From an optimization exercise on the open Yosys and OpenROAD flow, aimed at small area, a short achievable clock period and few clock cycles; shortcuts taken in it are not production practice. At most, simulation tests tie the RTL to the original design; equivalence was not proved. The RTL of runs 1 and 2 was laid out without a check of its function.

==> flow/design.v, too long to show whole: its modules and the start of the top module <==
// module qgk: 593 lines
// module qgk_lanes: 26 lines
// module qgk_rqstep: 28 lines
// module qgk_smlad: 318 lines
// module qgk_add18: 55 lines
// module qgk_add32: 97 lines
// module qgk_add36: 107 lines
module qgk (
    input  wire        clk,
    input  wire        rst,
    input  wire        reg_wr,
    input  wire [6:0]  reg_addr,
    input  wire [31:0] reg_wdata,
    output reg  [31:0] reg_rdata,
    output wire        busy,
    output reg         mem_req,
    output reg         mem_we,
    output reg  [31:0] mem_addr,
    output reg  [3:0]  mem_be,
    output reg  [31:0] mem_wdata,
    input  wire        mem_ready,
    input  wire [31:0] mem_rdata
);
  // ...
==> flow/run.sh <==
#!/bin/bash
# synth_recipe.tcl (not shown) runs the flow's synth.tcl, then flattens the netlist and writes it again
# the make line also repeats each setting of config.mk as NAME=value (left out here)
make -C /OpenROAD-flow-scripts/flow DESIGN_CONFIG=/design/flow/config.mk WORK_HOME=/design/flow/orfs CLKGATE_MAP_FILE= SYNTH_SCRIPT=/design/flow/synth_recipe.tcl finish
==> flow/config.mk <==
export PLATFORM = sky130hd
export DESIGN_NAME = qgk
export DESIGN_NICKNAME = qgk
export VERILOG_FILES = /design/flow/design.v
export SDC_FILE = /design/flow/constraint.sdc
export NUM_CORES = 8
export LEC_CHECK = 0
export CAP_MARGIN = 20
export CORE_MARGIN = 2
export CORE_UTILIZATION = 40
export SETUP_SLACK_MARGIN = 5
export SLEW_MARGIN = 20
==> flow/constraint.sdc <==
create_clock -name core_clock -period 16.0 [get_ports {clk}]
set_input_delay 3.2000 -clock core_clock [delete_from_list [all_inputs] [get_ports {clk}]]
set_output_delay 3.2000 -clock core_clock [all_outputs]
set_load 0.01 [all_outputs]
==> out/qor.yml, run 1 <==
reg2reg_slack_ns: 5.18
multi_input_area_um2: 50300
grt_antenna_before_repair: 30
vias: 77300
utilization_pct: 44.4
r2r_cells: 37
period_share_pct: 67.6
taps: 3009
avgSynthCellArea_um2: 10.0
grt_pass1_wl_mm: 536
top_register: "la_r"
dominant-cell-class: "multi-input combinational cells"
critPathTopFamily: "compound AO/OA/AOI/OAI gates"
outcome: "no timing/DRC/antenna violations"
port_buffers: 173
finalHoldViolations: 0
synth_edf_count: 1121
cp-end-kind: "flip-flop"
synthXorXnorAreaFrac_pct: 5.11
place_congestion: 0.990
dp_hpwl_mm: 285
clk_latency_ns: 0.86
slew_headroom_pct: 20.5
diodes: 17
fin_skew_ns: 0.0555
start_util_pct: 40.1
rsz0062_at_grt: "yes"
buf_share_pct: 3.48
area_growth_pct: 10.7
vias_per_cell: 6.39
met2_wirelength_mm: 161
min_path_cells: 0
setup_viol: 0
critical_path_buf_inv_count: 6
setup_tns_ns: 0
design_area_um2: 101000
hold_ws_ns: 0.488
cts.sinks: 1266
min-delay-start: "rq_start_req$_SDFF_PN0_"
synth_fa_ha_area_share_pct: 11.7
largest_register_ffs: 36
r2r-end: "ba[31]$_DFFE_PN_"
gr-usage-met2_pct: 47.3
==> module qgk, before the edit <==
module qgk (
    input  wire        clk,
    input  wire        rst,
    input  wire        reg_wr,
    input  wire [6:0]  reg_addr,
    input  wire [31:0] reg_wdata,
    output reg  [31:0] reg_rdata,
    output wire        busy,
    output reg         mem_req,
    output reg         mem_we,
    output reg  [31:0] mem_addr,
    output reg  [3:0]  mem_be,
    output reg  [31:0] mem_wdata,
    input  wire        mem_ready,
    input  wire [31:0] mem_rdata
);
    reg [31:0] cmd_r;
    reg        st_done, st_err;
    reg [2:0]  st_cause;
    reg [31:0] wptr, aptr, bptr, mptr, sptr, zptr, optr;
    reg [15:0] nch, klen;
    reg [7:0]  zw, zout, zin;
    reg [31:0] src, dst, len;
    reg [2:0]  pbit;
    reg [31:0] rqsum, rqmul;
    reg [7:0]  rqshift, rqres;
    reg [31:0] acc0, acc1, acc2, acc3;
    localparam S_IDLE = 5'd0,
               S_Z0   = 5'd1,    
               S_Z1   = 5'd2,
               S_BA   = 5'd3,    
               S_BB   = 5'd4,
               S_WA   = 5'd5,    
               S_WB   = 5'd6,
               S_X1   = 5'd7,    
               S_X2   = 5'd8,
               S_GW   = 5'd9,    
               S_OW   = 5'd10,   
               S_MA   = 5'd11,   
               S_MB   = 5'd12,
               S_S0   = 5'd13,
               S_S1   = 5'd14,
               S_TW   = 5'd15,   
               S_OP   = 5'd16,   
               S_U_RD = 5'd17,   
               S_U_WR = 5'd18,   
               S_P_OR = 5'd19,   
               S_P_RD = 5'd20,   
               S_P_WR = 5'd21,   
               S_C_RD = 5'd22,   
               S_C_WR = 5'd23,   
               S_RQ   = 5'd24;   
    reg [4:0] state;
    assign busy = (state != S_IDLE);
    reg [1:0]  wa, wo;
    reg        zpc;
    reg        conv;         
    reg [31:0] pw;           
    reg [15:0] ch;           
    reg [14:0] aw;           
    reg [15:0] co;           
    reg [1:0]  owk;          
    reg        fin;          
    reg [31:0] ba;           
    reg [31:0] wra, wrb;     
    reg [7:0]  za, zb;
    reg [31:0] ma, mb;
    reg [7:0]  sa, sb;
    reg [15:0] b1, b2;       
    reg [35:0] la_r;         
    reg [31:0] xr;           
    reg [17:0] x3lo, x3hi;   
    reg        xv, xc;       
    reg        bias_a, bias_b;
    reg [31:0] wacc0, wacc1, wacc2, wacc3;
    wire [7:0] wa_mask = (wa == 2'd1) ? 8'h03 : (wa == 2'd2) ? 8'h0F : 8'hFF;
    wire [2:0] hmax = (wa == 2'd1) ? 3'd7 : (wa == 2'd2) ? 3'd3 : 3'd1;
    wire [16:0] row_bytes = (wa == 2'd1) ? {3'd0, klen[15:2]} :
                            (wa == 2'd2) ? {2'd0, klen[15:1]} : {1'b0, klen};
    wire [16:0] col_bytes = (wo == 2'd1) ? {3'd0, nch[15:2]} :
                            (wo == 2'd2) ? {2'd0, nch[15:1]} : {1'b0, nch};
    wire [3:0] d_op  = reg_wdata[3:0];
    wire [1:0] d_wa  = reg_wdata[5:4];
    wire [1:0] d_wo  = reg_wdata[7:6];
    wire       d_zpc = reg_wdata[8];
    wire d_hi_zero = (reg_wdata[31:9] == 23'd0);
    wire d_req  = d_hi_zero && d_op == 4'd4 && d_wa == 2'd0 && d_wo != 2'd0 && !d_zpc;
    wire d_gemm = d_hi_zero && d_op == 4'd5 && d_wa != 2'd0 && d_wo != 2'd0;
    wire d_cdc  = d_hi_zero && (d_op == 4'd1 || d_op == 4'd2 || d_op == 4'd3) &&
                  d_wa != 2'd0 && d_wo == 2'd0 && !d_zpc;
    wire [3:0] d_umask = (d_wa == 2'd1) ? 4'hF : (d_wa == 2'd2) ? 4'h7 : 4'h3;
    wire [1:0] d_nmask = (d_wo == 2'd1) ? 2'h3 : 2'h1;
    wire d_dims_ok  = ((nch[1:0] & d_nmask) == 2'd0) && ((klen[3:0] & d_umask) == 4'd0);
    wire d_align_ok = (wptr[1:0] == 2'd0) && (aptr[1:0] == 2'd0) &&
                      (bptr[1:0] == 2'd0) && (mptr[1:0] == 2'd0);
    wire d_pbit_ok  = (d_wa == 2'd1) ? !pbit[0] : (d_wa == 2'd2) ? (pbit[1:0] == 2'd0) : (pbit == 3'd0);
    wire d_grp = (d_wa == 2'd1) ? (len[31:4] != 28'd0) :
                 (d_wa == 2'd2) ? (len[31:3] != 29'd0) : (len[31:2] != 30'd0);
    reg [4:0] d_st;
    reg [2:0] d_cause;
    always @(*) begin
        d_st    = S_IDLE;
        d_cause = 3'd0;
        if (!(d_req || d_gemm || d_cdc))
            d_cause = 3'd1;
        else if (d_req)
            d_st = S_RQ;
        else if (d_op == 4'd5) begin
            if (!d_dims_ok)
                d_cause = 3'd2;
            else if (!d_align_ok)
                d_cause = 3'd3;
            else if (nch != 16'd0)
                d_st = d_zpc ? S_Z0 : S_BA;
        end else if (d_op == 4'd1) begin
            if (dst[0])
                d_cause = 3'd3;
            else if (len != 32'd0)
                d_st = S_U_RD;
        end else if (d_op == 4'd2) begin
            if (!d_pbit_ok)
                d_cause = 3'd4;
            else if (src[0])
                d_cause = 3'd3;
            else if (len != 32'd0)
                d_st = S_P_RD;
        end else begin
            if (src[1:0] != 2'd0 || dst[1:0] != 2'd0)
                d_cause = 3'd3;
            else if (d_grp)
                d_st = S_C_RD;
            else if (len != 32'd0)
                d_st = S_U_RD;
        end
    end
    wire cmd_wr = reg_wr && (state == S_IDLE) && (reg_addr[6:2] == 5'h00);
    always @(*) begin
        case (state)
            S_Z0, S_Z1, S_BA, S_BB, S_WA, S_WB, S_X1, S_X2, S_OW,
            S_MA, S_MB, S_S0, S_S1, S_U_RD, S_U_WR, S_P_OR, S_P_RD, S_P_WR,
            S_C_RD, S_C_WR:
                mem_req = 1'b1;
            default:
                mem_req = 1'b0;
        endcase
    end
    wire ack = mem_req && mem_ready;
    wire [7:0]  rd_byte = mem_rdata[{ba[1:0], 3'b000} +: 8];
    wire [7:0]  rd_next = mem_rdata[{ba[1:0] + 2'd1, 3'b000} +: 8];
    wire [2:0]  gj       = (wa == 2'd1) ? aw[2:0] : (wa == 2'd2) ? {1'b0, aw[1:0]} : {2'b0, aw[0]};
    wire [2:0]  cj       = (wa == 2'd1) ? pw[3:1] : (wa == 2'd2) ? {1'b0, pw[2:1]} : {2'b0, pw[1]};
    wire        last_j   = (gj == hmax);
    reg         f_last_grp;  
    reg         f_k_zero;    
    reg         f_ch_zero;   
    reg         f_p_or;      
    reg         f_p_cy;      
    reg         f_c_tail;    
    wire        ow_need  = (wo != 2'd1) || !ch[1];
    wire        o_half   = (wo == 2'd3) && !owk[1] && (ba[1:0] != 2'd3);
    wire        ow_cend  = (wo != 2'd3) || o_half || owk[1];
    wire        b_cross  = (ba[1:0] == 2'd3);
    wire [31:0] e_boff = (wa == 2'd1) ? {2'd0, pw[31:2]} : (wa == 2'd2) ? {1'b0, pw[31:1]} : pw;
    wire [2:0]  e_bit  = (wa == 2'd1) ? {pw[1:0], 1'b0} : (wa == 2'd2) ? {pw[0], 2'b0} : 3'd0;
    wire [3:0]  p_bsum = {1'b0, e_bit} + {1'b0, pbit};
    wire [1:0]  pw_lo_n  = (state == S_IDLE) ? 2'd0 : (state == S_P_WR && ack) ? pw[1:0] + 2'd1 : pw[1:0];
    wire [2:0]  e_bit_n  = (wa == 2'd1) ? {pw_lo_n, 1'b0} : (wa == 2'd2) ? {pw_lo_n[0], 2'b0} : 3'd0;
    wire [3:0]  p_bsum_n = {1'b0, e_bit_n} + {1'b0, pbit};
    wire        e_nbyte = (wa == 2'd3) || (wa == 2'd2 && pw[0]) || (wa == 2'd1 && pw[1:0] == 2'b11);
    reg         f_last_aw;   
    reg         f_last_ch;   
    reg         f_pw_end;    
    reg         f_c_last;    
    wire [29:0] c_grp_pw  = (wa == 2'd1) ? {2'd0, pw[31:4]} : (wa == 2'd2) ? {1'b0, pw[31:3]} : pw[31:2];
    wire [29:0] c_grp_len = (wa == 2'd1) ? {2'd0, len[31:4]} : (wa == 2'd2) ? {1'b0, len[31:3]} : len[31:2];
    wire        c_tail    = (wa == 2'd1) ? (len[3:0] != 4'd0) : (wa == 2'd2) ? (len[2:0] != 3'd0) : (len[1:0] != 2'd0);
    wire        last_grp  = ({aw, 1'b0} + {12'd0, hmax, 1'b0} + 16'd2 == klen);
    reg  [31:0] pw_op;
    always @(*) begin
        case (state)
            S_WB:    pw_op = f_last_grp ? {17'd0, row_bytes[16:2]} : 32'd0;
            S_C_WR:  pw_op = 32'd1;
            default: pw_op = 32'd0;
        endcase
    end
    wire [31:0] pw_nx;
    wire        pw_co;
    qgk_add32 u_pwadd (.a(pw), .b(pw_op), .cin(1'b1), .s(pw_nx), .cout(pw_co));
    always @(posedge clk) begin
        f_last_aw <= ({aw, 1'b0} + 16'd2 == klen);
        f_last_ch <= (ch + 16'd2 == nch);
        f_pw_end  <= (pw_nx == len);
        f_c_last  <= (c_grp_pw + 30'd1 == c_grp_len);
        f_last_grp <= last_grp;
        f_k_zero  <= (klen == 16'd0);
        f_ch_zero <= (ch == 16'd0);
        f_p_or    <= (p_bsum_n[2:0] != 3'd0);
        f_p_cy    <= p_bsum_n[3];
        f_c_tail  <= c_tail;
    end
    wire        rq_idle;
    wire [4:0]  s_gap = f_ch_zero ? S_MA : !rq_idle ? S_GW : ow_need ? S_OW : S_MA;
    reg [4:0]  st_adv;
    always @(*) begin
        st_adv = state;
        case (state)
            S_IDLE: st_adv = S_IDLE;
            S_Z0:   st_adv = b_cross ? S_Z1 : S_BA;
            S_Z1:   st_adv = S_BA;
            S_BA:   st_adv = S_BB;
            S_BB:   st_adv = !f_k_zero ? S_WA : s_gap;
            S_WA:   st_adv = S_WB;
            S_WB:   st_adv = S_X1;
            S_X1:   st_adv = S_X2;
            S_X2:   st_adv = !f_last_aw ? (last_j ? S_WA : S_X1) : s_gap;
            S_GW:   if (rq_idle) st_adv = ow_need ? S_OW : S_MA;
            S_OW:   if (ow_cend && owk[0]) st_adv = fin ? S_OP : S_MA;
            S_OP:   st_adv = S_IDLE;
            S_MA:   st_adv = S_MB;
            S_MB:   st_adv = S_S0;
            S_S0, S_S1: st_adv = (state == S_S0 && b_cross) ? S_S1 :
                                        f_last_ch ? S_TW : zpc ? S_Z0 : S_BA;
            S_TW:   if (rq_idle) st_adv = S_OW;
            S_U_RD: st_adv = S_U_WR;
            S_U_WR: st_adv = f_pw_end ? S_IDLE : S_U_RD;
            S_P_RD: st_adv = f_p_or ? S_P_OR : S_P_WR;
            S_P_OR: st_adv = S_P_WR;
            S_P_WR: st_adv = f_pw_end ? S_IDLE : S_P_RD;
            S_C_RD: st_adv = S_C_WR;
            S_C_WR: if (cj == hmax) st_adv = !f_c_last ? S_C_RD : f_c_tail ? S_U_RD : S_IDLE;
            S_RQ:   if (rq_idle) st_adv = S_IDLE;
            default: st_adv = S_IDLE;
        endcase
    end
    wire [4:0] st_n = (state == S_IDLE) ? (cmd_wr ? d_st : S_IDLE) :
                      (mem_req && !mem_ready) ? state : st_adv;
    always @(posedge clk) begin
        if (cmd_wr) begin
            pw <= 32'd0;
            ch <= 16'd0;
            co <= 16'd0;
        end
        if (ack && (state == S_WB || state == S_U_WR || state == S_P_WR || state == S_C_WR))
            pw <= pw_nx;
        if (ack && (state == S_S1 || (state == S_S0 && !b_cross)) && !f_last_ch)
            ch <= ch + 16'd2;
        if (ack && state == S_BB)
            aw <= 15'd0;
        if (ack && state == S_X2)
            aw <= aw + 15'd1;
        if ((ack && state == S_BB) || state == S_TW)
            owk <= 2'd0;
        if (ack && state == S_OW) begin
            owk <= !ow_cend ? (2'b10 | owk) : {1'b0, ~owk[0]};
            if (ow_cend && owk[0])
                co <= co + ((wo == 2'd3) ? 16'd2 : 16'd1);
        end
    end
    wire [1:0]  owk_n = (state == S_OW) ? (!ow_cend ? (2'b10 | owk) : {1'b0, ~owk[0]}) : 2'b00;
    wire        from_s  = (state == S_S0 || state == S_S1);
    reg [31:0] a_base, a_off1;
    reg [16:0] a_off2;
    reg        a_cin;
    always @(*) begin
        a_base = src;
        a_off1 = 32'd0;
        a_off2 = 17'd0;
        a_cin  = 1'b0;
        case (st_adv)
            S_Z0:   begin a_base = zptr; a_off1 = {16'd0, ch}; if (from_s) a_off2 = 17'd2; end
            S_Z1:   begin a_base = zptr; a_off1 = {16'd0, ch[15:1], 1'b1}; end
            S_BA:   begin a_base = bptr; a_off1 = {14'd0, ch, 2'b00}; if (from_s) a_off2 = 17'd8; end
            S_BB:   begin a_base = bptr; a_off1 = {14'd0, ch[15:1], 1'b1, 2'b00}; end
            S_WA:   begin a_base = wptr; a_off1 = {pw[29:0], 2'b00}; end
            S_WB:   begin a_base = wptr; a_off1 = {pw[29:0], 2'b00}; a_off2 = row_bytes; end
            S_X1:   begin a_base = aptr; a_off1 = {15'd0, aw, 2'b00}; if (state == S_X2) a_off2 = 17'd4; end
            S_X2:   begin a_base = aptr; a_off1 = {15'd0, aw, 2'b00}; a_off2 = {klen, 1'b0}; end
            S_OW:   begin a_base = optr; a_off1 = {16'd0, co}; if (owk_n[0]) a_off2 = col_bytes; a_cin = owk_n[1]; end
            S_OP:   begin a_base = optr; a_off1 = {15'd0, col_bytes}; a_off2 = col_bytes; end
            S_MA:   begin a_base = mptr; a_off1 = {14'd0, ch, 2'b00}; end
            S_MB:   begin a_base = mptr; a_off1 = {14'd0, ch[15:1], 1'b1, 2'b00}; end
            S_S0:   begin a_base = sptr; a_off1 = {16'd0, ch}; end
            S_S1:   begin a_base = sptr; a_off1 = {16'd0, ch[15:1], 1'b1}; end
            S_U_RD, S_C_RD: begin
                a_base = src;
                a_off1 = e_boff;
                if (state == S_U_WR)
                    a_cin = e_nbyte;
                else if (state == S_C_WR)
                    a_off2 = (wa == 2'd3) ? 17'd2 : 17'd1;
            end
            S_U_WR, S_C_WR: begin
                a_base = dst;
                a_off1 = {pw[30:0], 1'b0};
                if (state == S_C_WR) a_off2 = 17'd4;
            end
            S_P_RD: begin a_base = src; a_off1 = {pw[30:0], 1'b0}; if (state == S_P_WR) a_off2 = 17'd2; end
            S_P_OR, S_P_WR:
                    begin a_base = dst; a_off1 = e_boff; a_cin = f_p_cy; end
            default: ;
        endcase
    end
    wire [31:0] a_o2  = {15'd0, a_off2};
    wire [31:0] a_ps  = a_base ^ a_off1 ^ a_o2;
    wire [31:0] a_pc  = (a_base & a_off1) | (a_base & a_o2) | (a_off1 & a_o2);
    wire [31:0] na;
    wire        na_co;
    qgk_add32 u_aadd (.a(a_ps), .b({a_pc[30:0], a_cin}), .cin(1'b0), .s(na), .cout(na_co));
    wire        gemm_mode = (state <= S_OP);
    wire [17:0] lane_a, lane_b;
    qgk_lanes u_lane_a (.x(wra), .j(gemm_mode ? gj : cj), .code(wa), .z(gemm_mode ? za : zin), .l(lane_a));
    qgk_lanes u_lane_b (.x(wrb), .j(gj), .code(wa), .z(zb), .l(lane_b));
    wire [31:0] cv_word = {{7{lane_a[17]}}, lane_a[17:9], {7{lane_a[8]}}, lane_a[8:0]};
    wire [1:0]  u_lane  = src[1:0] + e_boff[1:0];
    wire [7:0]  u_byte  = wra[{u_lane, 3'b000} +: 8];
    wire [7:0]  u_fld   = (u_byte >> e_bit) & wa_mask;
    wire [15:0] u_half  = {8'd0, u_fld} - {8'd0, (conv ? zin : 8'd0)};
    wire [15:0] p_half  = (src[1] ^ pw[0]) ? wra[31:16] : wra[15:0];
    wire [7:0]  p_sat   = p_half[15] ? 8'd0 : (p_half > {8'd0, wa_mask}) ? wa_mask : p_half[7:0];
    wire [7:0]  p_old   = wrb[{ba[1:0], 3'b000} +: 8];
    wire [7:0]  p_byte  = (f_p_or ? p_old : 8'd0) | (p_sat << p_bsum[2:0]);
    wire [15:0] o_fld   = owk[0] ? b2 : b1;
    wire [7:0]  o_byte  = (wo != 2'd3) ? o_fld[15:8] : owk[1] ? o_fld[15:8] : o_fld[7:0];
    always @(*) begin
        mem_addr  = {ba[31:2], 2'b00};
        mem_we    = 1'b0;
        mem_be    = 4'd0;
        mem_wdata = 32'd0;
        case (state)
            S_U_WR: begin
                mem_we    = 1'b1;
                mem_be    = ba[1] ? 4'b1100 : 4'b0011;
                mem_wdata = {2{u_half}};
            end
            S_C_WR: begin
                mem_we    = 1'b1;
                mem_be    = 4'b1111;
                mem_wdata = cv_word;
            end
            S_P_WR: begin
                mem_we    = 1'b1;
                mem_be    = 4'b0001 << ba[1:0];
                mem_wdata = {4{p_byte}};
            end
            S_OW: begin
                mem_we    = 1'b1;
                if (o_half) begin
                    mem_be    = 4'b0011 << ba[1:0];
                    mem_wdata = (ba[1:0] == 2'd0) ? {16'd0, o_fld} :
                                (ba[1:0] == 2'd1) ? {8'd0, o_fld, 8'd0} : {o_fld, 16'd0};
                end else begin
                    mem_be    = 4'b0001 << ba[1:0];
                    mem_wdata = {4{o_byte}};
                end
            end
            default: ;
        endcase
    end
    always @(*) begin
        case (reg_addr[6:2])
            5'h00:   reg_rdata = cmd_r;
            5'h01:   reg_rdata = {24'd0, 1'b0, st_cause, 2'b00, st_err, st_done};
            5'h02:   reg_rdata = wptr;
            5'h03:   reg_rdata = aptr;
            5'h04:   reg_rdata = bptr;
            5'h05:   reg_rdata = mptr;
            5'h06:   reg_rdata = sptr;
            5'h07:   reg_rdata = zptr;
            5'h08:   reg_rdata = optr;
            5'h09:   reg_rdata = {klen, nch};
            5'h0A:   reg_rdata = {8'd0, zin, zout, zw};
            5'h0B:   reg_rdata = src;
            5'h0C:   reg_rdata = dst;
            5'h0D:   reg_rdata = len;
            5'h0E:   reg_rdata = {29'd0, pbit};
            5'h0F:   reg_rdata = rqsum;
            5'h10:   reg_rdata = rqmul;
            5'h11:   reg_rdata = {24'd0, rqshift};
            5'h12:   reg_rdata = {24'd0, rqres};
            5'h14:   reg_rdata = acc0;
            5'h15:   reg_rdata = acc1;
            5'h16:   reg_rdata = acc2;
            5'h17:   reg_rdata = acc3;
            default: reg_rdata = 32'd0;
        endcase
    end
    wire [17:0] x3lo_n, x3hi_n;
    wire        x3c0, x3c1;
    qgk_add18 u_x3lo (.a({{2{mem_rdata[15]}}, mem_rdata[15:0]}), .b({mem_rdata[15], mem_rdata[15:0], 1'b0}),
                      .cin(1'b0), .s(x3lo_n), .cout(x3c0));
    qgk_add18 u_x3hi (.a({{2{mem_rdata[31]}}, mem_rdata[31:16]}), .b({mem_rdata[31], mem_rdata[31:16], 1'b0}),
                      .cin(1'b0), .s(x3hi_n), .cout(x3c1));
    wire [31:0] mac_a, mac_b;
    qgk_smlad u_mac_a (.a0(la_r[8:0]),   .a1(la_r[17:9]),  .x0(xr[15:0]), .x1(xr[31:16]),
                       .t0(x3lo), .t1(x3hi), .acc(bias_a ? xr : xc ? wacc1 : wacc0), .q(mac_a));
    qgk_smlad u_mac_b (.a0(la_r[26:18]), .a1(la_r[35:27]), .x0(xr[15:0]), .x1(xr[31:16]),
                       .t0(x3lo), .t1(x3hi), .acc(bias_b ? xr : xc ? wacc3 : wacc2), .q(mac_b));
    always @(posedge clk) begin
        xr   <= mem_rdata;
        x3lo <= x3lo_n;
        x3hi <= x3hi_n;
        la_r <= (state == S_BA || state == S_BB) ? 36'd0 : {lane_b, lane_a};
        if (bias_a || (xv && !xc)) wacc0 <= mac_a;
        if (bias_a || (xv &&  xc)) wacc1 <= mac_a;
        if (bias_b || (xv && !xc)) wacc2 <= mac_b;
        if (bias_b || (xv &&  xc)) wacc3 <= mac_b;
    end
    localparam R_IDLE = 2'd0, R_LOAD = 2'd1, R_PSH = 2'd2, R_MUL = 2'd3;
    reg [1:0]  rq_ph;
    reg [31:0] rq_pre;
    reg        rq_pb;
    reg [31:0] rq_a;
    reg [4:0]  rq_cnt;
    reg        rq_ovf;
    reg [1:0]  rq_k;
    reg        rq_req;
    reg        rq_fin;       
    reg        rq_fodd;      
    reg        rq_freq;      
    reg [1:0]  rq_rem;
    reg        rq_start, rq_start_req;
    wire [31:0] r_sum = rq_req ? rqsum : (rq_k == 2'd0) ? acc0 : (rq_k == 2'd1) ? acc1 :
                                         (rq_k == 2'd2) ? acc2 : acc3;
    wire [31:0] r_m   = rq_req ? rqmul : rq_k[1] ? mb : ma;
    wire [7:0]  r_s   = rq_req ? rqshift : rq_k[1] ? sb : sa;
    wire        r_psh = r_s[7];                          
    wire [4:0]  r_n1c = (r_s[7:5] == 3'b111) ? ~r_s[4:0] : 5'd31;    
    wire [4:0]  r_n2  = r_s[7] ? 5'd0 : (r_s[6:5] != 2'b00) ? 5'd31 : r_s[4:0];
    wire [3:0]  r_steps = 4'd7 + {1'b0, r_n2[4:2]};
    wire        r_load = (rq_ph == R_LOAD);
    wire [3:0]  r_dig = r_load ? r_sum[3:0] : rq_pre[3:0];
    wire        r_dpb = r_load ? 1'b0 : rq_pb;
    wire [31:0] r_ain = r_load ? 32'd0 : rq_a;
    wire [35:0] r_acc;
    qgk_rqstep u_rqstep (.a(r_ain), .m(r_m), .d0({r_dig[1:0], r_dpb}), .d1(r_dig[3:1]), .s(r_acc));
    wire [10:0] f_lo  = rq_a[10:0] >> rq_rem;
    wire        f_neg = rq_a[31];
    wire [2:0]  f_hm  = (rq_rem == 2'd0) ? 3'b111 : (rq_rem == 2'd1) ? 3'b110 :
                        (rq_rem == 2'd2) ? 3'b100 : 3'b000;
    wire        f_h0  = (rq_a[31:11] == 21'd0) && ((rq_a[10:8] & f_hm) == 3'd0);
    wire        f_h1  = (rq_a[31:11] == {21{1'b1}}) && ((rq_a[10:8] & f_hm) == f_hm);
    wire [8:0]  f_sum = {1'b0, f_lo[7:0]} + {1'b0, zout};
    wire [7:0]  r_max = (wo == 2'd1) ? 8'd3 : (wo == 2'd2) ? 8'd15 : 8'd255;
    wire [7:0]  f_min = (f_sum[7:0] > r_max) ? r_max : f_sum[7:0];
    wire [7:0]  r_q   = f_h0 ? ((f_sum > {1'b0, r_max}) ? r_max : f_sum[7:0]) :
                        f_h1 ? (f_sum[8] ? f_min : 8'd0) :
                        f_neg ? 8'd0 : r_max;
    always @(posedge clk) begin
        rq_fin <= 1'b0;
        if (rst) begin
            rq_ph <= R_IDLE;
        end else begin
            case (rq_ph)
                R_IDLE: begin
                    rq_k   <= 2'd0;
                    rq_req <= rq_start_req;
                    if (rq_start || rq_start_req)
                        rq_ph <= R_LOAD;
                end
                R_LOAD: begin
                    rq_rem <= r_n2[1:0];
                    if (!r_psh) begin
                        rq_a     <= r_acc[35:4];
                        rq_pre   <= {{4{r_sum[31]}}, r_sum[31:4]};
                        rq_pb    <= r_sum[3];
                        rq_cnt   <= {1'b0, r_steps} - 5'd1;
                        rq_ph    <= R_MUL;
                    end else begin
                        rq_a     <= 32'd0;
                        rq_pre   <= r_sum;
                        rq_ovf   <= 1'b0;
                        rq_cnt   <= r_n1c;
                        rq_ph    <= R_PSH;
                    end
                end
                R_PSH: begin
                    rq_ovf <= rq_ovf | (rq_pre[31] ^ rq_pre[30]);
                    rq_pre <= {rq_pre[30:0], 1'b0};
                    rq_cnt <= rq_cnt - 5'd1;
                    if (rq_cnt == 5'd0) begin
                        if (rq_ovf || (rq_pre[31] ^ rq_pre[30]))
                            rq_pre <= r_sum[31] ? 32'h8000_0000 : 32'h7FFF_FFFF;
                        rq_pb  <= 1'b0;
                        rq_cnt <= {1'b0, r_steps};
                        rq_ph  <= R_MUL;
                    end
                end
                R_MUL: begin
                    rq_a   <= r_acc[35:4];
                    rq_pre <= {{4{rq_pre[31]}}, rq_pre[31:4]};
                    rq_pb  <= rq_pre[3];
                    rq_cnt <= rq_cnt - 5'd1;
                    if (rq_cnt == 5'd0) begin
                        rq_fin  <= 1'b1;
                        rq_fodd <= rq_k[0];
                        rq_freq <= rq_req;
                        rq_k    <= rq_k + 2'd1;
                        rq_ph   <= (rq_req || rq_k == 2'd3) ? R_IDLE : R_LOAD;
                    end
                end
            endcase
        end
    end
    always @(posedge clk) begin
        if (rq_fin && !rq_freq) begin
            if (!rq_fodd)
                b1 <= (wo == 2'd1) ? {r_q[1:0], b1[15:2]} : (wo == 2'd2) ? {r_q[3:0], b1[15:4]} : {r_q, b1[15:8]};
            else
                b2 <= (wo == 2'd1) ? {r_q[1:0], b2[15:2]} : (wo == 2'd2) ? {r_q[3:0], b2[15:4]} : {r_q, b2[15:8]};
        end
    end
    assign rq_idle = (rq_ph == R_IDLE) && !rq_start && !rq_start_req && !rq_fin;
    wire        h_wr = reg_wr && (state == S_IDLE);
    wire [31:0] dz   = reg_wdata & {32{~rst}};
    wire [4:0]  ha   = reg_addr[6:2];
    wire        snap = ack && (state == S_S1 || (state == S_S0 && !b_cross));
    always @(posedge clk) begin
        if (rst || (h_wr && ha == 5'h00)) cmd_r   <= dz;
        if (rst || (h_wr && ha == 5'h02)) wptr    <= dz;
        if (rst || (h_wr && ha == 5'h03)) aptr    <= dz;
        if (rst || (h_wr && ha == 5'h04)) bptr    <= dz;
        if (rst || (h_wr && ha == 5'h05)) mptr    <= dz;
        if (rst || (h_wr && ha == 5'h06)) sptr    <= dz;
        if (rst || (h_wr && ha == 5'h07)) zptr    <= dz;
        if (rst || (h_wr && ha == 5'h08) || state == S_OP)
            optr <= (state == S_OP && !rst) ? ba : dz;
        if (rst || (h_wr && ha == 5'h09)) begin nch <= dz[15:0]; klen <= dz[31:16]; end
        if (rst || (h_wr && ha == 5'h0A)) begin zw <= dz[7:0]; zout <= dz[15:8]; zin <= dz[23:16]; end
        if (rst || (h_wr && ha == 5'h0B)) src     <= dz;
        if (rst || (h_wr && ha == 5'h0C)) dst     <= dz;
        if (rst || (h_wr && ha == 5'h0D)) len     <= dz;
        if (rst || (h_wr && ha == 5'h0E)) pbit    <= dz[2:0];
        if (rst || (h_wr && ha == 5'h0F)) rqsum   <= dz;
        if (rst || (h_wr && ha == 5'h10)) rqmul   <= dz;
        if (rst || (h_wr && ha == 5'h11)) rqshift <= dz[7:0];
        if (rst || (rq_fin && rq_freq)) rqres <= r_q & {8{~rst}};
        if (rst || snap) begin
            acc0 <= wacc0 & {32{~rst}};
            acc1 <= wacc1 & {32{~rst}};
            acc2 <= wacc2 & {32{~rst}};
            acc3 <= wacc3 & {32{~rst}};
        end
    end
    always @(posedge clk) begin
        rq_start     <= 1'b0;
        rq_start_req <= 1'b0;
        xv           <= 1'b0;
        bias_a       <= 1'b0;
        bias_b       <= 1'b0;
        state <= rst ? S_IDLE : st_n;
        if (state == S_IDLE)
            ba <= (reg_wdata[3:0] == 4'd5) ? (reg_wdata[8] ? zptr : bptr) : src;
        else if (!(mem_req && !mem_ready))
            ba <= na;
        if (rst) begin
            st_done  <= 1'b0;
            st_err   <= 1'b0;
            st_cause <= 3'd0;
        end else begin
            if (cmd_wr) begin
                wa    <= d_wa;
                wo    <= d_wo;
                zpc   <= d_zpc;
                conv  <= (d_op == 4'd3);
                za    <= zw;
                zb    <= zw;
                st_done  <= 1'b1;
                st_err   <= (d_cause != 3'd0);
                st_cause <= d_cause;
                rq_start_req <= d_req;
            end
            case (state)
                S_Z0: if (ack) begin za <= rd_byte; zb <= rd_next; end
                S_Z1: if (ack) zb <= rd_byte;
                S_BA: if (ack) bias_a <= 1'b1;
                S_BB: if (ack) begin bias_b <= 1'b1; fin <= 1'b0; end
                S_WA: if (ack) wra <= mem_rdata;
                S_WB: if (ack) wrb <= mem_rdata;
                S_X1: if (ack) begin xv <= 1'b1; xc <= 1'b0; end
                S_X2: if (ack) begin xv <= 1'b1; xc <= 1'b1; end
                S_MA: if (ack) ma <= mem_rdata;
                S_MB: if (ack) mb <= mem_rdata;
                S_S0: if (ack) begin sa <= rd_byte; sb <= rd_next; end
                S_S1: if (ack) sb <= rd_byte;
                S_TW: fin <= 1'b1;
                S_U_RD, S_P_RD, S_C_RD: if (ack) wra <= mem_rdata;
                S_P_OR: if (ack) wrb <= mem_rdata;
                default: ;
            endcase
            if (snap) rq_start <= 1'b1;
        end
    end
endmodule
==> inputs of run 2 (changes only) <==
--- a/flow/design.v
+++ b/flow/design.v
@@ -51,6 +51,6 @@
                S_C_WR = 5'd23,   
                S_RQ   = 5'd24;   
-    reg [4:0] state;
-    assign busy = (state != S_IDLE);
+    reg [24:0] st;
+    assign busy = !st[S_IDLE];
     reg [1:0]  wa, wo;
     reg        zpc;
@@ -97,5 +97,5 @@
     wire d_grp = (d_wa == 2'd1) ? (len[31:4] != 28'd0) :
                  (d_wa == 2'd2) ? (len[31:3] != 29'd0) : (len[31:2] != 30'd0);
-    reg [4:0] d_st;
+    reg [4:0] d_st;         
     reg [2:0] d_cause;
     always @(*) begin
@@ -134,14 +134,9 @@
         end
     end
-    wire cmd_wr = reg_wr && (state == S_IDLE) && (reg_addr[6:2] == 5'h00);
+    wire cmd_wr = reg_wr && st[S_IDLE] && (reg_addr[6:2] == 5'h00);
     always @(*) begin
-        case (state)
-            S_Z0, S_Z1, S_BA, S_BB, S_WA, S_WB, S_X1, S_X2, S_OW,
-            S_MA, S_MB, S_S0, S_S1, S_U_RD, S_U_WR, S_P_OR, S_P_RD, S_P_WR,
-            S_C_RD, S_C_WR:
-                mem_req = 1'b1;
-            default:
-                mem_req = 1'b0;
-        endcase
+        mem_req = st[S_Z0] | st[S_Z1] | st[S_BA] | st[S_BB] | st[S_WA] | st[S_WB] | st[S_X1] |
+                  st[S_X2] | st[S_OW] | st[S_MA] | st[S_MB] | st[S_S0] | st[S_S1] | st[S_U_RD] |
+                  st[S_U_WR] | st[S_P_OR] | st[S_P_RD] | st[S_P_WR] | st[S_C_RD] | st[S_C_WR];
     end
     wire ack = mem_req && mem_ready;
@@ -164,5 +159,5 @@
     wire [2:0]  e_bit  = (wa == 2'd1) ? {pw[1:0], 1'b0} : (wa == 2'd2) ? {pw[0], 2'b0} : 3'd0;
     wire [3:0]  p_bsum = {1'b0, e_bit} + {1'b0, pbit};
-    wire [1:0]  pw_lo_n  = (state == S_IDLE) ? 2'd0 : (state == S_P_WR && ack) ? pw[1:0] + 2'd1 : pw[1:0];
+    wire [1:0]  pw_lo_n  = st[S_IDLE] ? 2'd0 : (st[S_P_WR] && ack) ? pw[1:0] + 2'd1 : pw[1:0];
     wire [2:0]  e_bit_n  = (wa == 2'd1) ? {pw_lo_n, 1'b0} : (wa == 2'd2) ? {pw_lo_n[0], 2'b0} : 3'd0;
     wire [3:0]  p_bsum_n = {1'b0, e_bit_n} + {1'b0, pbit};
@@ -178,9 +173,7 @@
     reg  [31:0] pw_op;
     always @(*) begin
-        case (state)
-            S_WB:    pw_op = f_last_grp ? {17'd0, row_bytes[16:2]} : 32'd0;
-            S_C_WR:  pw_op = 32'd1;
-            default: pw_op = 32'd0;
-        endcase
+        pw_op = 32'd0;
+        if (st[S_WB] && f_last_grp) pw_op = {17'd0, row_bytes[16:2]};
+        if (st[S_C_WR])             pw_op = 32'd1;
     end
     wire [31:0] pw_nx;
@@ -200,39 +193,43 @@
     end
     wire        rq_idle;
-    wire [4:0]  s_gap = f_ch_zero ? S_MA : !rq_idle ? S_GW : ow_need ? S_OW : S_MA;
-    reg [4:0]  st_adv;
+    wire       c_end = (cj == hmax);                            
+    wire       s_end = (st[S_S0] && !b_cross) || st[S_S1];      
+    wire       o_end = st[S_OW] && ow_cend && owk[0];           
+    wire       gap   = (st[S_BB] && f_k_zero) || (st[S_X2] && f_last_aw);
+    wire       g_rdy = f_ch_zero || rq_idle;
+    wire       g_ow  = !f_ch_zero && ow_need;
+    reg [24:0] st_adv;
     always @(*) begin
-        st_adv = state;
-        case (state)
-            S_IDLE: st_adv = S_IDLE;
-            S_Z0:   st_adv = b_cross ? S_Z1 : S_BA;
-            S_Z1:   st_adv = S_BA;
-            S_BA:   st_adv = S_BB;
-            S_BB:   st_adv = !f_k_zero ? S_WA : s_gap;
-            S_WA:   st_adv = S_WB;
-            S_WB:   st_adv = S_X1;
-            S_X1:   st_adv = S_X2;
-            S_X2:   st_adv = !f_last_aw ? (last_j ? S_WA : S_X1) : s_gap;
-            S_GW:   if (rq_idle) st_adv = ow_need ? S_OW : S_MA;
-            S_OW:   if (ow_cend && owk[0]) st_adv = fin ? S_OP : S_MA;
-            S_OP:   st_adv = S_IDLE;
-            S_MA:   st_adv = S_MB;
-            S_MB:   st_adv = S_S0;
-            S_S0, S_S1: st_adv = (state == S_S0 && b_cross) ? S_S1 :
-                                        f_last_ch ? S_TW : zpc ? S_Z0 : S_BA;
-            S_TW:   if (rq_idle) st_adv = S_OW;
-            S_U_RD: st_adv = S_U_WR;
-            S_U_WR: st_adv = f_pw_end ? S_IDLE : S_U_RD;
-            S_P_RD: st_adv = f_p_or ? S_P_OR : S_P_WR;
-            S_P_OR: st_adv = S_P_WR;
-            S_P_WR: st_adv = f_pw_end ? S_IDLE : S_P_RD;
-            S_C_RD: st_adv = S_C_WR;
-            S_C_WR: if (cj == hmax) st_adv = !f_c_last ? S_C_RD : f_c_tail ? S_U_RD : S_IDLE;
-            S_RQ:   if (rq_idle) st_adv = S_IDLE;
-            default: st_adv = S_IDLE;
-        endcase
+        st_adv         = 25'd0;
+        st_adv[S_IDLE] = st[S_IDLE] || st[S_OP] || ((st[S_U_WR] || st[S_P_WR]) && f_pw_end) ||
+                         (st[S_C_WR] && c_end && f_c_last && !f_c_tail) || (st[S_RQ] && rq_idle);
+        st_adv[S_Z0]   = s_end && !f_last_ch && zpc;
+        st_adv[S_Z1]   = st[S_Z0] && b_cross;
+        st_adv[S_BA]   = (st[S_Z0] && !b_cross) || st[S_Z1] || (s_end && !f_last_ch && !zpc);
+        st_adv[S_BB]   = st[S_BA];
+        st_adv[S_WA]   = (st[S_BB] && !f_k_zero) || (st[S_X2] && !f_last_aw && last_j);
+        st_adv[S_WB]   = st[S_WA];
+        st_adv[S_X1]   = st[S_WB] || (st[S_X2] && !f_last_aw && !last_j);
+        st_adv[S_X2]   = st[S_X1];
+        st_adv[S_GW]   = (gap && !g_rdy) || (st[S_GW] && !rq_idle);
+        st_adv[S_OW]   = ((gap || st[S_GW]) && g_rdy && g_ow) || (st[S_OW] && !(ow_cend && owk[0])) ||
+                         (st[S_TW] && rq_idle);
+        st_adv[S_MA]   = ((gap || st[S_GW]) && g_rdy && !g_ow) || (o_end && !fin);
+        st_adv[S_OP]   = o_end && fin;
+        st_adv[S_MB]   = st[S_MA];
+        st_adv[S_S0]   = st[S_MB];
+        st_adv[S_S1]   = st[S_S0] && b_cross;
+        st_adv[S_TW]   = (s_end && f_last_ch) || (st[S_TW] && !rq_idle);
+        st_adv[S_U_RD] = (st[S_U_WR] && !f_pw_end) || (st[S_C_WR] && c_end && f_c_last && f_c_tail);
+        st_adv[S_U_WR] = st[S_U_RD];
+        st_adv[S_P_RD] = st[S_P_WR] && !f_pw_end;
+        st_adv[S_P_OR] = st[S_P_RD] && f_p_or;
+        st_adv[S_P_WR] = (st[S_P_RD] && !f_p_or) || st[S_P_OR];
+        st_adv[S_C_RD] = st[S_C_WR] && c_end && !f_c_last;
+        st_adv[S_C_WR] = st[S_C_RD] || (st[S_C_WR] && !c_end);
+        st_adv[S_RQ]   = st[S_RQ] && !rq_idle;
     end
-    wire [4:0] st_n = (state == S_IDLE) ? (cmd_wr ? d_st : S_IDLE) :
-                      (mem_req && !mem_ready) ? state : st_adv;
+    wire [24:0] st_n = st[S_IDLE] ? (cmd_wr ? (25'd1 << d_st) : (25'd1 << S_IDLE)) :
+                       (mem_req && !mem_ready) ? st : st_adv;
     always @(posedge clk) begin
         if (cmd_wr) begin
@@ -241,15 +238,15 @@
             co <= 16'd0;
         end
-        if (ack && (state == S_WB || state == S_U_WR || state == S_P_WR || state == S_C_WR))
+        if (ack && (st[S_WB] || st[S_U_WR] || st[S_P_WR] || st[S_C_WR]))
             pw <= pw_nx;
-        if (ack && (state == S_S1 || (state == S_S0 && !b_cross)) && !f_last_ch)
+        if (ack && (st[S_S1] || (st[S_S0] && !b_cross)) && !f_last_ch)
             ch <= ch + 16'd2;
-        if (ack && state == S_BB)
+        if (ack && st[S_BB])
             aw <= 15'd0;
-        if (ack && state == S_X2)
+        if (ack && st[S_X2])
             aw <= aw + 15'd1;
-        if ((ack && state == S_BB) || state == S_TW)
+        if ((ack && st[S_BB]) || st[S_TW])
             owk <= 2'd0;
-        if (ack && state == S_OW) begin
+        if (ack && st[S_OW]) begin
             owk <= !ow_cend ? (2'b10 | owk) : {1'b0, ~owk[0]};
             if (ow_cend && owk[0])
@@ -257,48 +254,39 @@
         end
     end
-    wire [1:0]  owk_n = (state == S_OW) ? (!ow_cend ? (2'b10 | owk) : {1'b0, ~owk[0]}) : 2'b00;
-    wire        from_s  = (state == S_S0 || state == S_S1);
-    reg [31:0] a_base, a_off1;
-    reg [16:0] a_off2;
-    reg        a_cin;
-    always @(*) begin
-        a_base = src;
-        a_off1 = 32'd0;
-        a_off2 = 17'd0;
-        a_cin  = 1'b0;
-        case (st_adv)
-            S_Z0:   begin a_base = zptr; a_off1 = {16'd0, ch}; if (from_s) a_off2 = 17'd2; end
-            S_Z1:   begin a_base = zptr; a_off1 = {16'd0, ch[15:1], 1'b1}; end
-            S_BA:   begin a_base = bptr; a_off1 = {14'd0, ch, 2'b00}; if (from_s) a_off2 = 17'd8; end
-            S_BB:   begin a_base = bptr; a_off1 = {14'd0, ch[15:1], 1'b1, 2'b00}; end
-            S_WA:   begin a_base = wptr; a_off1 = {pw[29:0], 2'b00}; end
-            S_WB:   begin a_base = wptr; a_off1 = {pw[29:0], 2'b00}; a_off2 = row_bytes; end
-            S_X1:   begin a_base = aptr; a_off1 = {15'd0, aw, 2'b00}; if (state == S_X2) a_off2 = 17'd4; end
-            S_X2:   begin a_base = aptr; a_off1 = {15'd0, aw, 2'b00}; a_off2 = {klen, 1'b0}; end
-            S_OW:   begin a_base = optr; a_off1 = {16'd0, co}; if (owk_n[0]) a_off2 = col_bytes; a_cin = owk_n[1]; end
-            S_OP:   begin a_base = optr; a_off1 = {15'd0, col_bytes}; a_off2 = col_bytes; end
-            S_MA:   begin a_base = mptr; a_off1 = {14'd0, ch, 2'b00}; end
-            S_MB:   begin a_base = mptr; a_off1 = {14'd0, ch[15:1], 1'b1, 2'b00}; end
-            S_S0:   begin a_base = sptr; a_off1 = {16'd0, ch}; end
-            S_S1:   begin a_base = sptr; a_off1 = {16'd0, ch[15:1], 1'b1}; end
-            S_U_RD, S_C_RD: begin
-                a_base = src;
-                a_off1 = e_boff;
-                if (state == S_U_WR)
-                    a_cin = e_nbyte;
-                else if (state == S_C_WR)
-                    a_off2 = (wa == 2'd3) ? 17'd2 : 17'd1;
-            end
-            S_U_WR, S_C_WR: begin
-                a_base = dst;
-                a_off1 = {pw[30:0], 1'b0};
-                if (state == S_C_WR) a_off2 = 17'd4;
-            end
-            S_P_RD: begin a_base = src; a_off1 = {pw[30:0], 1'b0}; if (state == S_P_WR) a_off2 = 17'd2; end
-            S_P_OR, S_P_WR:
-                    begin a_base = dst; a_off1 = e_boff; a_cin = f_p_cy; end
-            default: ;
-        endcase
-    end
+    wire [1:0]  owk_n = st[S_OW] ? (!ow_cend ? (2'b10 | owk) : {1'b0, ~owk[0]}) : 2'b00;
+    wire        from_s  = (st[S_S0] || st[S_S1]);
+    wire [31:0] a_base =
+        ({32{st_adv[S_Z0] | st_adv[S_Z1]}} & zptr) |
+        ({32{st_adv[S_BA] | st_adv[S_BB]}} & bptr) |
+        ({32{st_adv[S_WA] | st_adv[S_WB]}} & wptr) |
+        ({32{st_adv[S_X1] | st_adv[S_X2]}} & aptr) |
+        ({32{st_adv[S_OW] | st_adv[S_OP]}} & optr) |
+        ({32{st_adv[S_MA] | st_adv[S_MB]}} & mptr) |
+        ({32{st_adv[S_S0] | st_adv[S_S1]}} & sptr) |
+        ({32{st_adv[S_U_RD] | st_adv[S_C_RD] | st_adv[S_P_RD]}} & src) |
+        ({32{st_adv[S_U_WR] | st_adv[S_C_WR] | st_adv[S_P_OR] | st_adv[S_P_WR]}} & dst);
+    wire [31:0] a_off1 =
+        ({32{st_adv[S_Z0] | st_adv[S_S0]}} & {16'd0, ch}) |
+        ({32{st_adv[S_Z1] | st_adv[S_S1]}} & {16'd0, ch[15:1], 1'b1}) |
+        ({32{st_adv[S_BA] | st_adv[S_MA]}} & {14'd0, ch, 2'b00}) |
+        ({32{st_adv[S_BB] | st_adv[S_MB]}} & {14'd0, ch[15:1], 1'b1, 2'b00}) |
+        ({32{st_adv[S_WA] | st_adv[S_WB]}} & {pw[29:0], 2'b00}) |
+        ({32{st_adv[S_X1] | st_adv[S_X2]}} & {15'd0, aw, 2'b00}) |
+        ({32{st_adv[S_OW]}} & {16'd0, co}) |
+        ({32{st_adv[S_OP]}} & {15'd0, col_bytes}) |
+        ({32{st_adv[S_U_RD] | st_adv[S_C_RD] | st_adv[S_P_OR] | st_adv[S_P_WR]}} & e_boff) |
+        ({32{st_adv[S_U_WR] | st_adv[S_C_WR] | st_adv[S_P_RD]}} & {pw[30:0], 1'b0});
+    wire [16:0] a_off2 =
+        ({17{st_adv[S_Z0] & from_s}} & 17'd2) |
+        ({17{st_adv[S_BA] & from_s}} & 17'd8) |
+        ({17{st_adv[S_WB]}} & row_bytes) |
+        ({17{st_adv[S_X1] & st[S_X2]}} & 17'd4) |
+        ({17{st_adv[S_X2]}} & {klen, 1'b0}) |
+        ({17{(st_adv[S_OW] & owk_n[0]) | st_adv[S_OP]}} & col_bytes) |
+        ({17{(st_adv[S_U_RD] | st_adv[S_C_RD]) & st[S_C_WR]}} & ((wa == 2'd3) ? 17'd2 : 17'd1)) |
+        ({17{st_adv[S_C_WR] & st[S_C_WR]}} & 17'd4) |
+        ({17{st_adv[S_P_RD] & st[S_P_WR]}} & 17'd2);
+    wire        a_cin  = (st_adv[S_OW] & owk_n[1]) | (st_adv[S_U_RD] & st[S_U_WR] & e_nbyte) |
+                         ((st_adv[S_P_OR] | st_adv[S_P_WR]) & f_p_cy);
     wire [31:0] a_o2  = {15'd0, a_off2};
     wire [31:0] a_ps  = a_base ^ a_off1 ^ a_o2;
@@ -307,5 +295,5 @@
     wire        na_co;
     qgk_add32 u_aadd (.a(a_ps), .b({a_pc[30:0], a_cin}), .cin(1'b0), .s(na), .cout(na_co));
-    wire        gemm_mode = (state <= S_OP);
+    wire        gemm_mode = |st[S_OP:S_IDLE];
     wire [17:0] lane_a, lane_b;
     qgk_lanes u_lane_a (.x(wra), .j(gemm_mode ? gj : cj), .code(wa), .z(gemm_mode ? za : zin), .l(lane_a));
@@ -327,21 +315,20 @@
         mem_be    = 4'd0;
         mem_wdata = 32'd0;
-        case (state)
-            S_U_WR: begin
+        if (st[S_U_WR]) begin
                 mem_we    = 1'b1;
                 mem_be    = ba[1] ? 4'b1100 : 4'b0011;
                 mem_wdata = {2{u_half}};
-            end
-            S_C_WR: begin
+        end
+        if (st[S_C_WR]) begin
                 mem_we    = 1'b1;
                 mem_be    = 4'b1111;
                 mem_wdata = cv_word;
-            end
-            S_P_WR: begin
+        end
+        if (st[S_P_WR]) begin
                 mem_we    = 1'b1;
                 mem_be    = 4'b0001 << ba[1:0];
                 mem_wdata = {4{p_byte}};
-            end
-            S_OW: begin
+        end
+        if (st[S_OW]) begin
                 mem_we    = 1'b1;
                 if (o_half) begin
@@ -353,7 +340,5 @@
                     mem_wdata = {4{o_byte}};
                 end
-            end
-            default: ;
-        endcase
+        end
     end
     always @(*) begin
@@ -400,5 +385,5 @@
         x3lo <= x3lo_n;
         x3hi <= x3hi_n;
-        la_r <= (state == S_BA || state == S_BB) ? 36'd0 : {lane_b, lane_a};
+        la_r <= (st[S_BA] || st[S_BB]) ? 36'd0 : {lane_b, lane_a};
         if (bias_a || (xv && !xc)) wacc0 <= mac_a;
         if (bias_a || (xv &&  xc)) wacc1 <= mac_a;
@@ -511,8 +496,8 @@
     end
     assign rq_idle = (rq_ph == R_IDLE) && !rq_start && !rq_start_req && !rq_fin;
-    wire        h_wr = reg_wr && (state == S_IDLE);
+    wire        h_wr = reg_wr && st[S_IDLE];
     wire [31:0] dz   = reg_wdata & {32{~rst}};
     wire [4:0]  ha   = reg_addr[6:2];
-    wire        snap = ack && (state == S_S1 || (state == S_S0 && !b_cross));
+    wire        snap = ack && (st[S_S1] || (st[S_S0] && !b_cross));
     always @(posedge clk) begin
         if (rst || (h_wr && ha == 5'h00)) cmd_r   <= dz;
@@ -523,6 +508,6 @@
         if (rst || (h_wr && ha == 5'h06)) sptr    <= dz;
         if (rst || (h_wr && ha == 5'h07)) zptr    <= dz;
-        if (rst || (h_wr && ha == 5'h08) || state == S_OP)
-            optr <= (state == S_OP && !rst) ? ba : dz;
+        if (rst || (h_wr && ha == 5'h08) || st[S_OP])
+            optr <= (st[S_OP] && !rst) ? ba : dz;
         if (rst || (h_wr && ha == 5'h09)) begin nch <= dz[15:0]; klen <= dz[31:16]; end
         if (rst || (h_wr && ha == 5'h0A)) begin zw <= dz[7:0]; zout <= dz[15:8]; zin <= dz[23:16]; end
@@ -548,6 +533,6 @@
         bias_a       <= 1'b0;
         bias_b       <= 1'b0;
-        state <= rst ? S_IDLE : st_n;
-        if (state == S_IDLE)
+        st    <= rst ? (25'd1 << S_IDLE) : st_n;
+        if (st[S_IDLE])
             ba <= (reg_wdata[3:0] == 4'd5) ? (reg_wdata[8] ? zptr : bptr) : src;
         else if (!(mem_req && !mem_ready))
@@ -570,22 +555,17 @@
                 rq_start_req <= d_req;
             end
-            case (state)
-                S_Z0: if (ack) begin za <= rd_byte; zb <= rd_next; end
-                S_Z1: if (ack) zb <= rd_byte;
-                S_BA: if (ack) bias_a <= 1'b1;
-                S_BB: if (ack) begin bias_b <= 1'b1; fin <= 1'b0; end
-                S_WA: if (ack) wra <= mem_rdata;
-                S_WB: if (ack) wrb <= mem_rdata;
-                S_X1: if (ack) begin xv <= 1'b1; xc <= 1'b0; end
-                S_X2: if (ack) begin xv <= 1'b1; xc <= 1'b1; end
-                S_MA: if (ack) ma <= mem_rdata;
-                S_MB: if (ack) mb <= mem_rdata;
-                S_S0: if (ack) begin sa <= rd_byte; sb <= rd_next; end
-                S_S1: if (ack) sb <= rd_byte;
-                S_TW: fin <= 1'b1;
-                S_U_RD, S_P_RD, S_C_RD: if (ack) wra <= mem_rdata;
-                S_P_OR: if (ack) wrb <= mem_rdata;
-                default: ;
-            endcase
+            if (ack && st[S_Z0]) begin za <= rd_byte; zb <= rd_next; end
+            if (ack && st[S_Z1]) zb <= rd_byte;
+            if (ack && st[S_BA]) bias_a <= 1'b1;
+            if (ack && st[S_BB]) begin bias_b <= 1'b1; fin <= 1'b0; end
+            if (ack && (st[S_WA] || st[S_U_RD] || st[S_P_RD] || st[S_C_RD])) wra <= mem_rdata;
+            if (ack && (st[S_WB] || st[S_P_OR])) wrb <= mem_rdata;
+            if (ack && st[S_X1]) begin xv <= 1'b1; xc <= 1'b0; end
+            if (ack && st[S_X2]) begin xv <= 1'b1; xc <= 1'b1; end
+            if (ack && st[S_MA]) ma <= mem_rdata;
+            if (ack && st[S_MB]) mb <= mem_rdata;
+            if (ack && st[S_S0]) begin sa <= rd_byte; sb <= rd_next; end
+            if (ack && st[S_S1]) sb <= rd_byte;
+            if (st[S_TW]) fin <= 1'b1;
             if (snap) rq_start <= 1'b1;
         end
==> run 2 against run 1 <==
Clock-buffer cell count fell by 12. Still clean. First-iteration DRC count rose by 1.8%. Non-clock buffer count rose by 21. Global-route usage fell by 0.23 points. Critical endpoint is now mem_wdata[8].
==> out/qor.yml, run 2 <==
outcome: "no timing/DRC/antenna violations"
worstPathArrival_ns: 7.48
cts_tree: "built"
grt_pass1_wl_mm: 532  # -0.74%
worstReg2RegStart: "rq_ph[0]$_SDFFE_PP0P_"
yosysMostFrequentCell: "edfxtp_1"
design_area_um2: 102000  # +0.69%
root_buffer: "clkbuf_16"
yosysTopAreaCell: "edfxtp_1"
finalHoldViolations: 0  # unchanged
drt_iter0_markers: 11823
cts_buffers: 148
start_util_pct: 40.2  # about the same
placed_cell_area_um2: 95900
slew_headroom_pct: 15.9  # -4.5 points
cpPeakStageDelay_ns: 0.57
cts-hold-fix-buffers: 0
clockBufferDepth: 3
min-delay-start: "rq_start_req$_SDFF_PN0_"
cp-start-kind: "flip-flop"
drt_pre_antenna_iters: 7
fillers: 21209
r2r_cells: 31  # -16%
top_register: "la_r"
most-common-layout-cells: "edfxtp_1 (1121), nand2_1 (723), nor2_1 (616), inv_1 (507), mux2i_1 (504)"
hp-class: "reg -> reg"
grt_max_degree: 149
dp_hpwl_mm: 282  # -1.0%
synth_common_cells: "edfxtp_1 (1121), nand2_1 (724), nor2_1 (642)"
fin_cells: 11981
cts.sinks: 1285  # +1.5%
dp.cells: 11679
fin_skew_ns: 0.0808  # +0.0254 ns
die_width_um: 481
period_share_pct: 66.7  # -0.89 points
clk_latency_ns: 0.88  # +0.02 ns
maxSlewViolCount: 0
crit_path_max_fanout: 21
rows: 175
ant_nets: 0
grt_antenna_before_repair: 20  # -33%
port_buffers: 173  # unchanged
mostFrequentLayoutCell: "edfxtp_1"
ys_top_cells_by_area: "edfxtp_1 (37%), fa_1 (6.3%), mux2i_1 (5.5%), ha_1 (4.9%), dfxtp_1 (3.6%)"
die_h_um: 481
die-area_um2: 232000
synthCells: 8979
syn_area_um2: 91200
r2r-end: "ba[31]$_DFFE_PP_"
cp-end-kind: "output port"
synth_cell_type_count: 83
min_path_cells: 0  # unchanged
seq_area_um2: 37000
wl_mm: 378
drc_errors: 0
place_congestion: 0.997  # +0.70%
ys_ff_latch: 1285
synth_warnings: 3
avgSynthCellArea_um2: 10.2  # +1.6%
setup_viol: 0  # unchanged
yosysSeqAreaShare_pct: 40.5
cap_violations: 0
ys_async_sr_fraction_pct: 0
setup_tns_ns: 0  # unchanged
rsz0062_at_grt: "no"
h-tree-depth: 4
required_ns: 12.80
synthFlopType: "edfxtp_1"
slowest_stage: "clkdlybuf4s50_1"
wl_per_cell_um: 31.5
grt_pass1_vias: 71608
finalNetCount: 9559
fmax_mhz: 93.6
tightest_slew_ns: 1.26
vias_per_cell: 6.36  # -0.58%
track_usage_pct: 31.7
core_um2: 227000
io_pins: 178
vias: 76150  # -1.5%
drive_above_1_share_pct: 8.75
crit_type: "reg -> out"
multi_input_area_um2: 49800  # -0.94%
critPathTopFamily: "simple AND/OR/NAND/NOR gates"
clkTransAtPathRegs_ns: 0.07
grt_overflow: 0
synth_edf_count: 1121  # unchanged
reg2reg_slack_ns: 7.05  # +1.87 ns
fin_crit_ns: 10.68
area_growth_pct: 11.4
worst_hold_path.endpoint: "rq_req$_DFFE_PP_"
critical_path_buf_inv_count: 6  # unchanged
startpoint: "st[5]$_SDFFE_PP0P_"
synth_top_area_share_pct: 36.9
largest_register_ffs: 36  # unchanged
[run 2: worst max path at each step]
stage                          to  slack [ns]  cells after the start
CTS                 mem_wdata[11]        5.02                     27
floorplan           mem_wdata[31]        6.39                     28
global route        mem_wdata[10]        4.99                     27
global placement    mem_wdata[13]        5.33                     25
detailed placement  mem_wdata[11]        5.31                     25
finish               mem_wdata[8]        5.32                     27
[run 2: stage by stage]
stage	setup slack, ns	hold slack (ns)	utilization, %
2_1_floorplan	6.39	0.409	-
3_3_place_gp	5.33	0.418	42.2
3_5_place_dp	5.31	0.436	42.2
4_1_cts	5.02	0.458	44.6
5_1_grt	4.99	0.483	44.7
6_report	5.32	0.459	44.7
[run 2: cell families (layout without fill, tap and decap cells)]
family,after synthesis,count (layout),synth area share [%]
AOI/OAI and AO/OA,2324,2324,17.5
xor gates and xnor gates,533,533,5.13
adders and majority gates,681,681,11.6
buffers and inverters,1234,1217,5.28
DFF,1285,1285,40.5
muxes,664,664,8.36
other,1,11,0.00411
and+or+nand+nor,2257,2257,11.6
[run 2: what timing repair did]
| item | in CTS | in global routing |
|---|---|---|
| resized for setup | 7 | 10 |
| buffers inserted | 0 | 16 |
| setup endpoints to repair | 14 | 16 |
| cloned | 0 | 2 |
| pin swaps | 0 | 2 |
[run 2: area by class of cell]
class | count | area share, %
Antenna cell | 9 | 0.0222
Clock buffer | 173 | 3.77
Tap cell | 3009 | 3.71
Timing Repair Buffer | 430 | 3.68
Inverter | 514 | 1.90
Clock inverter | 100 | 1.51
Multi-Input combinational cell | 6461 | 49.0
Sequential cell | 1285 | 36.4
[run 2: layer usage]
layer	vias up	wire, um	track usage, %	share of wire, %
li1	32739	-	-	-
met1	37766	151000	42.8	40
met2	4807	163000	47.6	43
met3	824	41600	7.39	11
met4	14	22400	16.0	5.9
met5	-	101	0	0.027
==> inputs of run 3 (changes only) <==
--- a/flow/design.v
+++ b/flow/design.v
@@ -295,7 +295,6 @@
     wire        na_co;
     qgk_add32 u_aadd (.a(a_ps), .b({a_pc[30:0], a_cin}), .cin(1'b0), .s(na), .cout(na_co));
-    wire        gemm_mode = |st[S_OP:S_IDLE];
     wire [17:0] lane_a, lane_b;
-    qgk_lanes u_lane_a (.x(wra), .j(gemm_mode ? gj : cj), .code(wa), .z(gemm_mode ? za : zin), .l(lane_a));
+    qgk_lanes u_lane_a (.x(wra), .j(conv ? cj : gj), .code(wa), .z(conv ? zin : za), .l(lane_a));
     qgk_lanes u_lane_b (.x(wrb), .j(gj), .code(wa), .z(zb), .l(lane_b));
     wire [31:0] cv_word = {{7{lane_a[17]}}, lane_a[17:9], {7{lane_a[8]}}, lane_a[8:0]};
--- a/flow/config.mk
+++ b/flow/config.mk
@@ -8,5 +8,5 @@
 export CAP_MARGIN = 20
 export CORE_MARGIN = 2
-export CORE_UTILIZATION = 40
+export CORE_UTILIZATION = 60
 export SETUP_SLACK_MARGIN = 5
 export SLEW_MARGIN = 20
==> run 3 against run 2 <==
Critical path depth down 20. Register-to-register slack worse by 0.56 ns. Synthesized cell count about the same. Die area down 33%. Utilization up 21 points. Critical path type is now in -> out. Final cell count down 8.6%. Global-route usage up 14 points. Routed wire length down 2.9%. Critical endpoint is now reg_rdata[4]. Maximum frequency down 0.85%.
==> out/qor.yml, run 3 <==
outcome: "no timing/DRC/antenna violations"
fillers: 12146  # -43%
cts.sinks: 1285  # unchanged
root_buffer: "clkbuf_16"
top_register: "la_r"
synth_warnings: 3  # unchanged
slowest_stage: "nor2_4"
yosysMostFrequentCell: "edfxtp_1"
dp_hpwl_mm: 268  # -5.0%
synth_common_cells: "edfxtp_1 (1121), nand2_1 (722), nor2_1 (625)"
slew_headroom_pct: 11.4  # -4.6 points
grt_max_degree: 107  # -28%
cts_setup_buffers: 0  # unchanged
multi_input_area_um2: 49900  # +0.14%
reg2reg_slack_ns: 6.49  # -0.56 ns
synth_edf_count: 1121  # unchanged
largest_register_ffs: 36  # unchanged
clockBufferDepth: 3  # unchanged
drive_above_1_share_pct: 8.18  # -0.56 points
rsz0062_at_grt: "no"
rows: 143  # -18%
ys_async_sr_fraction_pct: 0  # unchanged
drt_iter0_markers: 12349  # +4.4%
finalHoldViolations: 0  # unchanged
setup_viol: 0  # unchanged
vias_per_cell: 7.13  # +12%
grt_overflow: 0  # unchanged
clk_latency_ns: 0.86  # -0.02 ns
io_pins: 178  # unchanged
wl_mm: 367  # -2.9%
maxSlewViolCount: 0  # unchanged
hold_ws_ns: 0.444  # -0.0156 ns
mostFrequentLayoutCell: "edfxtp_1"
fin_skew_ns: 0.0672  # -0.0136 ns
dp.cells: 10663  # -8.7%
setup_tns_ns: 0  # unchanged
worstPathArrival_ns: 7.57  # +0.09 ns
cp-end-kind: "output port"
cts_buffers: 141  # -4.7%
cts_tree: "built"
pre_cts_slack_ns: 5.75  # +0.434 ns
die_h_um: 394  # -18%
ant_nets: 0  # unchanged
grt_pass1_vias: 72421  # +1.1%
h-tree-depth: 4  # unchanged
synth_top_area_share_pct: 36.9  # about the same
die-area_um2: 155000  # -33%
avgSynthCellArea_um2: 10.2  # +0.14%
synth_cell_type_count: 99  # +19%
grt_pass1_wl_mm: 518  # -2.7%
layout_setup_ws_ns: 5.23  # -0.0920 ns
vias: 78025  # +2.5%
crit_path_max_fanout: 24  # +14%
seq_area_um2: 37000  # about the same
grt_antenna_before_repair: 27  # +35%
syn_area_um2: 91300  # about the same
port_buffers: 173  # unchanged
ys_ff_latch: 1285  # unchanged
most-common-layout-cells: "edfxtp_1 (1121), nand2_1 (721), nor2_1 (601), a21oi_1 (494), inv_1 (492)"
drt_pre_antenna_iters: 13  # +6
yosysSeqAreaShare_pct: 40.5  # about the same
hp-class: "reg -> reg"
place_congestion: 1.04  # +3.8%
synthCells: 8975  # -0.045%
[run 3: routing by layer]
layer	vias up	global-route usage, %	share of wire, %
met3	1417	16.4	15
met1	37739	58.3	35
li1	32713	-	-
met4	16	33.7	9.3
met2	6140	65.6	41
met5	-	0	0.041
[run 3: path summary, 6_finish.rpt]
check | depth (start not counted) | startpoint | to
setup / recovery | 7 | reg_addr[4] | reg_rdata[4]
hold / removal | 0 | rq_start_req$_SDFF_PN0_ | rq_req$_DFFE_PP_
setup reg to reg | 28 | wa[1]$_DFFE_PP_ | ba[31]$_DFFE_PP_
hold reg to reg | 0 | rq_start_req$_SDFF_PN0_ | rq_req$_DFFE_PP_
[run 3: metrics by stage]
stage | utilization (%) | cell area (um^2)
2_1_floorplan | - | 91300
3_3_place_gp | 62.3 | 94400
3_5_place_dp | 62.3 | 94400
4_1_cts | 65.4 | 99100
5_1_grt | 65.5 | 99200
6_report | 65.5 | 99300
[run 3: area by class of cell]
cell class              instances  share of cell area, %
diodes                         21                 0.0529
multi-input cells            6474                   50.2
repair buffers                378                   3.31
well taps                    2030                   2.56
flip-flops and latches       1285                   37.2
clock inverters                83                  0.962
inverters                     500                   1.89
clock buffers                 176                   3.75
[run 3: critical path: cells and delay by family]
family / cells / cell delay (ns)
buf+inv: 2 / 1.29
compound gates: 1 / 0.44
simple gates: 4 / 2.61
[run 3: cells by family (layout without fill, tap and decap cells)]
kind of cell	after synthesis	after routing	synth area share (%)
muxes	660	660	8.30
AOI/OAI and AO/OA	2394	2394	18.0
DFF	1285	1285	40.5
xor gates and xnor gates	519	519	4.99
other	1	23	0.00411
and+or+nand+nor	2218	2218	11.4
adders and majority gates	681	681	11.6
buffers and inverters	1217	1137	5.24
[run 3: repair_timing]
| action | 4_1_cts | 5_1_grt |
|---|---|---|
| endpoints found under the hold margin | 0 | 0 |
| resized for setup | 0 | 1 |
| setup endpoints to repair | 0 | 8 |
| hold buffers | 0 | 0 |
Testbench counts of run 3, summed over its fixed seeds: cycles 62,382.

-- re-timing with driven ports --
In the flow no input, the clock included, has a driving cell. The finished layouts below were timed again as built, in two steps. Step 1: set_driving_cell puts a clkbuf_16 on clk and a buf_2 on each other input, an assumption about the parent block. Step 2 also shifts input and output timing later by t, the mid clock arrival at the registers, as if the neighbouring blocks saw the same clock. Slacks: no drivers / after step 1 / after step 2; pairs: no drivers / after step 1.
run | t (ns) | setup WS [ns] | hold slack, ns | latest minus earliest clock arrival (ns) | cell pins on the clock port's net
run 1 | 0.929 | 5.180 / 5.160 / 5.180 | 0.488 / 0.488 / 0.488 | 0.059 / 0.059 | 1
run 2 | 0.931 | 5.322 / 5.231 / 5.571 | 0.459 / 0.459 / 0.459 | 0.084 / 0.084 | 1
run 3 | 0.915 | 5.230 / 5.206 / 5.206 | 0.444 / 0.444 / 0.444 | 0.069 / 0.069 | 1
After both steps every run listed still meets setup and hold. The setup slack of run 3, which loses most, moves by -0.024 ns with the drivers and by -0.024 ns with both steps.
